From an optimization exercise on the open Yosys and OpenROAD flow, aimed at small area, a short achievable clock period and few clock cycles; shortcuts taken in it are not production practice.
The RTL was checked by simulation tests, not by an equivalence proof against the original design.

==> inputs of run D <==
// b58_codec
module b58_codec (
    input  wire         clk,
    input  wire         rst,        
    input  wire         start,
    input  wire         mode,       
    input  wire [6:0]   in_len,     
    input  wire [511:0] in_data,    
    output wire         busy,
    output reg          done,
    output reg          err,
    output reg  [6:0]   out_len,
    output wire [703:0] out_data    
);
make LEC_CHECK=0 CAP_MARGIN=20 CORE_MARGIN=2 CORE_UTILIZATION=40 SLEW_MARGIN=20 finish   # period 12.0 ns
run.sh (not shown) runs the stock make flow with config.mk's settings and CLKGATE_MAP_FILE= SYNTH_SCRIPT=/design/flow/synth_recipe.tcl, a recipe that flattens the netlist after the stock synthesis.
==> inputs of run Y, as changes to run D <==
--- a/flow/design.v
+++ b/flow/design.v
@@ -40,10 +40,11 @@
     localparam S_IDLE = 2'd0;
     localparam S_LOAD = 2'd1;
     localparam S_RUN  = 2'd2;
     localparam S_PAD  = 2'd3;
     reg  [1:0]  state;
+    reg         busy_r;
     reg         md;                 
     reg  [6:0]  len;                
     reg  [7:0]  ib [0:63];          
     reg  [6:0]  base;               
     reg  [6:0]  lold;               
@@ -53,35 +54,42 @@
     reg  [6:0]  zcnt;               
     reg  [8*OUT_BYTES-1:0] obuf;
     reg  [8:0]  c    [0:NP-1];      
     reg  [7:0]  pipe [0:NP-1];      
     reg  [NP-1:0] pv;               
-    assign busy     = (state != S_IDLE);
+    reg  [NP-1:0] act;              
+    reg  [NP-1:0] pmask;            
+    reg  [NP-1:0] tsel;             
+    reg           last;             
+    reg  [7:0]  tapr;               
+    reg         tvr;                
+    reg         remr;               
+    assign busy     = busy_r;
     assign out_data = obuf;
-    wire [6:0] left = len - base;                   
-    wire       last = (left <= NP);                 
-    wire [4:0] used = last ? left[4:0] : NP;        
+    wire [6:0] left  = len - base;                  
+    wire       lastc = (left <= NP);                
+    wire [6:0] used  = lastc ? left : NP;           
     wire [7:0] pout [0:NP-1];
     wire [8:0] cnx  [0:NP-1];
-    wire [NP-1:0] act;              
     wire [NP-1:0] cnz;              
     genvar k;
     generate
         for (k = 0; k < NP; k = k + 1) begin : g_proc
             wire [7:0] pin = (k == 0) ? sin : pipe[k-1];
-            wire [12:0] w  = {2'b0, pin, 3'b0} + {1'b0, pin, 4'b0} + {4'b0, c[k]};
+            wire [5:0]  d  = pin[5:0];
+            wire [10:0] w  = {1'b0, d, 4'b0} + {2'b0, d, 3'b0} + {2'b0, c[k]};
             wire [4:0]  wh = w[10:6];
             wire [7:0]  u  = {1'b0, wh, 2'b0} + {2'b0, wh, 1'b0} + {2'b0, w[5:0]};
             wire [1:0]  tq = (u >= 8'd174) ? 2'd3 : (u >= 8'd116) ? 2'd2 :
                              (u >= 8'd58)  ? 2'd1 : 2'd0;
             wire [5:0]  er = u[5:0] + (tq == 2'd3 ? 6'd18 : tq == 2'd2 ? 6'd12 :
                                        tq == 2'd1 ? 6'd6 : 6'd0);
-            wire [8:0]  eq = {1'b0, pin[5:0], 2'b0} + {4'b0, wh} + {7'b0, tq};
-            wire [13:0] dv = {1'b0, w} + {1'b0, pin, 5'b0} + {5'b0, pin, 1'b0};
+            wire [8:0]  eq = {1'b0, d, 2'b0} + {4'b0, wh} + {7'b0, tq};
+            wire [13:0] dv = {1'b0, pin, 5'b0} + {2'b0, pin, 4'b0} + {3'b0, pin, 3'b0}
+                           + {5'b0, pin, 1'b0} + {8'b0, c[k][5:0]};
             assign pout[k] = md ? dv[7:0] : {2'b0, er};
             assign cnx[k]  = md ? {3'b0, dv[13:8]} : eq;
-            assign act[k]  = (k < used);
             assign cnz[k]  = |c[k];
             wire vin = (k == 0) ? 1'b1 : pv[k-1];
             reg [7:0] ldb;
             integer j;
             always @(*) begin
@@ -94,30 +102,42 @@
                 if (state == S_LOAD)
                     c[k] <= md ? {dl[6], 2'b0, dl[5:0]} : {1'b0, ldb};
                 else if (vin)
                     c[k] <= cnx[k];
                 pipe[k] <= pout[k];
+                if (state == S_LOAD) begin
+                    act[k]   <= (k < used);
+                    pmask[k] <= (k + 1 < used);
+                    tsel[k]  <= (k + 1 == used);
+                end
                 if (state != S_RUN)
                     pv[k] <= 1'b0;
                 else
                     pv[k] <= vin;
             end
         end
     endgenerate
-    wire [4:0] jt  = used - 5'd1;
-    wire [7:0] tap = pipe[jt[3:0]];
-    wire       tv  = pv[jt[3:0]];
+    reg  [7:0] tap;
+    reg        tv;
+    integer i;
+    always @(*) begin
+        tap = 8'd0;
+        tv  = 1'b0;
+        for (i = 0; i < NP; i = i + 1) begin
+            tap = tap | (pipe[i] & {8{tsel[i]}});
+            tv  = tv | (pv[i] & tsel[i]);
+        end
+    end
     reg        rem_nz;
     reg  [6:0] lzn;
     reg        bad;
-    integer i;
     always @(*) begin
         rem_nz = (t < lold);
         for (i = 0; i < NP; i = i + 1)
             if (act[i] && cnz[i]) rem_nz = 1'b1;
         for (i = 0; i < NP; i = i + 1)
-            if (i < jt && pipe[i] != 8'd0) rem_nz = 1'b1;
+            if (pmask[i] && pipe[i] != 8'd0) rem_nz = 1'b1;
         lzn = len;
         for (i = 63; i >= 0; i = i - 1)
             if (i < len && ib[i] != (md ? 8'h31 : 8'h00)) lzn = i;
         bad = 1'b0;
         for (i = 0; i < NP; i = i + 1)
@@ -131,83 +151,94 @@
             b = obuf[8*p +: 8];
             v = b58_val(b);
             old_elem = md ? b : {2'b0, v[5:0]};
         end
     endfunction
-    wire       tz       = (tap == 8'd0);
-    wire       emit     = tv && (!tz || rem_nz);
-    wire [7:0] tap_byte = md ? tap : b58_char(tap[5:0]);
+    wire       emit     = tvr && (tapr != 8'd0 || remr);
+    wire       pend     = tvr && !remr;              
+    wire [7:0] tap_byte = md ? tapr : b58_char(tapr[5:0]);
     wire [7:0] pad_byte = md ? 8'h00 : 8'h31;
     wire [6:0] rp_next  = rp - 7'd1 + {6'd0, emit};
     always @(posedge clk) begin
         if (rst) begin
-            state <= S_IDLE;
-            done  <= 1'b0;
+            state  <= S_IDLE;
+            busy_r <= 1'b0;
+            done   <= 1'b0;
         end else begin
             case (state)
             S_IDLE: begin
                 md  <= mode;
                 len <= in_len;
                 for (i = 0; i < 64; i = i + 1)
                     ib[i] <= in_data[8*i +: 8];
                 if (start) begin
+                    busy_r  <= 1'b1;
                     done    <= 1'b0;
                     err     <= 1'b0;
                     out_len <= 7'd0;
                     base    <= 7'd0;
                     lold    <= 7'd0;
                     state   <= S_LOAD;
                 end
             end
             S_LOAD: begin
                 if (base == 7'd0) zcnt <= lzn;
+                last    <= lastc;
                 t       <= 7'd0;
+                tvr     <= 1'b0;
                 out_len <= 7'd0;
                 sin     <= (lold != 7'd0) ? old_elem(lold - 7'd1) : 8'd0;
                 rp      <= lold - 7'd2;
                 if (len == 7'd0) begin
-                    done  <= 1'b1;
-                    state <= S_IDLE;
+                    busy_r <= 1'b0;
+                    done   <= 1'b1;
+                    state  <= S_IDLE;
                 end else begin
-                    state <= S_RUN;
+                    state  <= S_RUN;
                 end
             end
             S_RUN: begin
-                t   <= t + 7'd1;
-                rp  <= rp_next;
-                sin <= (t + 7'd1 < lold) ? old_elem(rp) : 8'd0;
+                t    <= t + 7'd1;
+                rp   <= rp_next;
+                sin  <= (t + 7'd1 < lold) ? old_elem(rp) : 8'd0;
+                tapr <= tap;
+                tvr  <= tv;
+                remr <= rem_nz;
                 if (t == 7'd0 && md && bad) begin
                     err     <= 1'b1;
                     out_len <= 7'd0;
+                    busy_r  <= 1'b0;
                     done    <= 1'b1;
                     state   <= S_IDLE;
-                end else if (tv) begin
+                end else begin
                     if (emit) begin
                         obuf    <= {obuf[8*OUT_BYTES-9:0], tap_byte};
                         out_len <= out_len + 7'd1;
                     end
-                    if (!rem_nz) begin
+                    if (pend) begin
                         if (!last) begin
                             lold  <= out_len + {6'd0, emit};
                             base  <= base + NP;
                             state <= S_LOAD;
                         end else if (zcnt == 7'd0) begin
-                            done  <= 1'b1;
-                            state <= S_IDLE;
+                            busy_r <= 1'b0;
+                            done   <= 1'b1;
+                            state  <= S_IDLE;
                         end else begin
-                            state <= S_PAD;
+                            state  <= S_PAD;
                         end
                     end
                 end
             end
             S_PAD: begin
                 obuf    <= {obuf[8*OUT_BYTES-9:0], pad_byte};
                 out_len <= out_len + 7'd1;
                 zcnt    <= zcnt - 7'd1;
                 if (zcnt == 7'd1) begin
-                    done  <= 1'b1;
-                    state <= S_IDLE;
+                    busy_r <= 1'b0;
+                    done   <= 1'b1;
+                    state  <= S_IDLE;
                 end
             end
             endcase
         end
     end
==> run notes <==
Between run Y and run D, the lower cell count is in run D (gap 1.8%, measured against run D).
Between run Y and run D, the lower synthesized area is in run D (gap 3.2%, measured against run D).
Of run Y and run D, run D has the higher sequential share of layout area (gap 0.17 points).
Utilization: run Y is higher than run D (0.17 points).
Run Y completed without violations. Run D finished with timing, DRC and antenna clean.
==> figures <==
Status: run Y timing/DRC/antenna clean; run D timing/DRC/antenna clean
Utilization of the core after routing: run Y 0.485; run D 0.484
Post-Route M1 WL: run Y 202,000 um; run D 196,000 um
Post-synthesis xor/xnor area fraction: run Y 0.0302; run D 0.0366
Number of sinks on the clock net: run Y 1,607; run D 1,562
Register Area: run Y 46,700 um^2; run D 45,300 um^2
Met3 Use GR: run Y 0.0836; run D 0.0768
Worst relative slew slack: run Y 0.0514; run D 0.181
Smallest hold slack: run Y 0.364 ns; run D 0.366 ns
GR Layer Usage met2: run Y 0.542; run D 0.506
Testbench counts of run D, summed over its fixed seeds: cycles 39,244.
Testbench counts of run Y, summed over its fixed seeds: cycles 40,151.

[port drivers added, routing unchanged]
The results above use ideal ports. As a check the final layouts listed here were re-extracted and re-timed, cells and wires unchanged.
Step 1 (the two cells are an assumption about what drives the block):
set clk [get_ports {clk}]
set_driving_cell -lib_cell sky130_fd_sc_hd__clkbuf_16 $clk
set_driving_cell -lib_cell sky130_fd_sc_hd__buf_2 [delete_from_list [all_inputs] $clk]
Step 2, shift: input delay + t, output delay - t, t = (earliest + latest rising clock arrival at the registers) / 2. This alone moves slack from input paths to output paths.
Three values: ideal, step 1, step 2; two values: the first two.
| run | t, ns | setup WS [ns] | clock arrival spread, ns |
|---|---|---|---|
| run D | 0.968 | 3.583 / 3.583 / 3.583 | 0.144 / 0.144 |
| run Y | 0.989 | 4.403 / 4.403 / 4.403 | 0.107 / 0.106 |
After both steps every run listed still meets setup and hold.
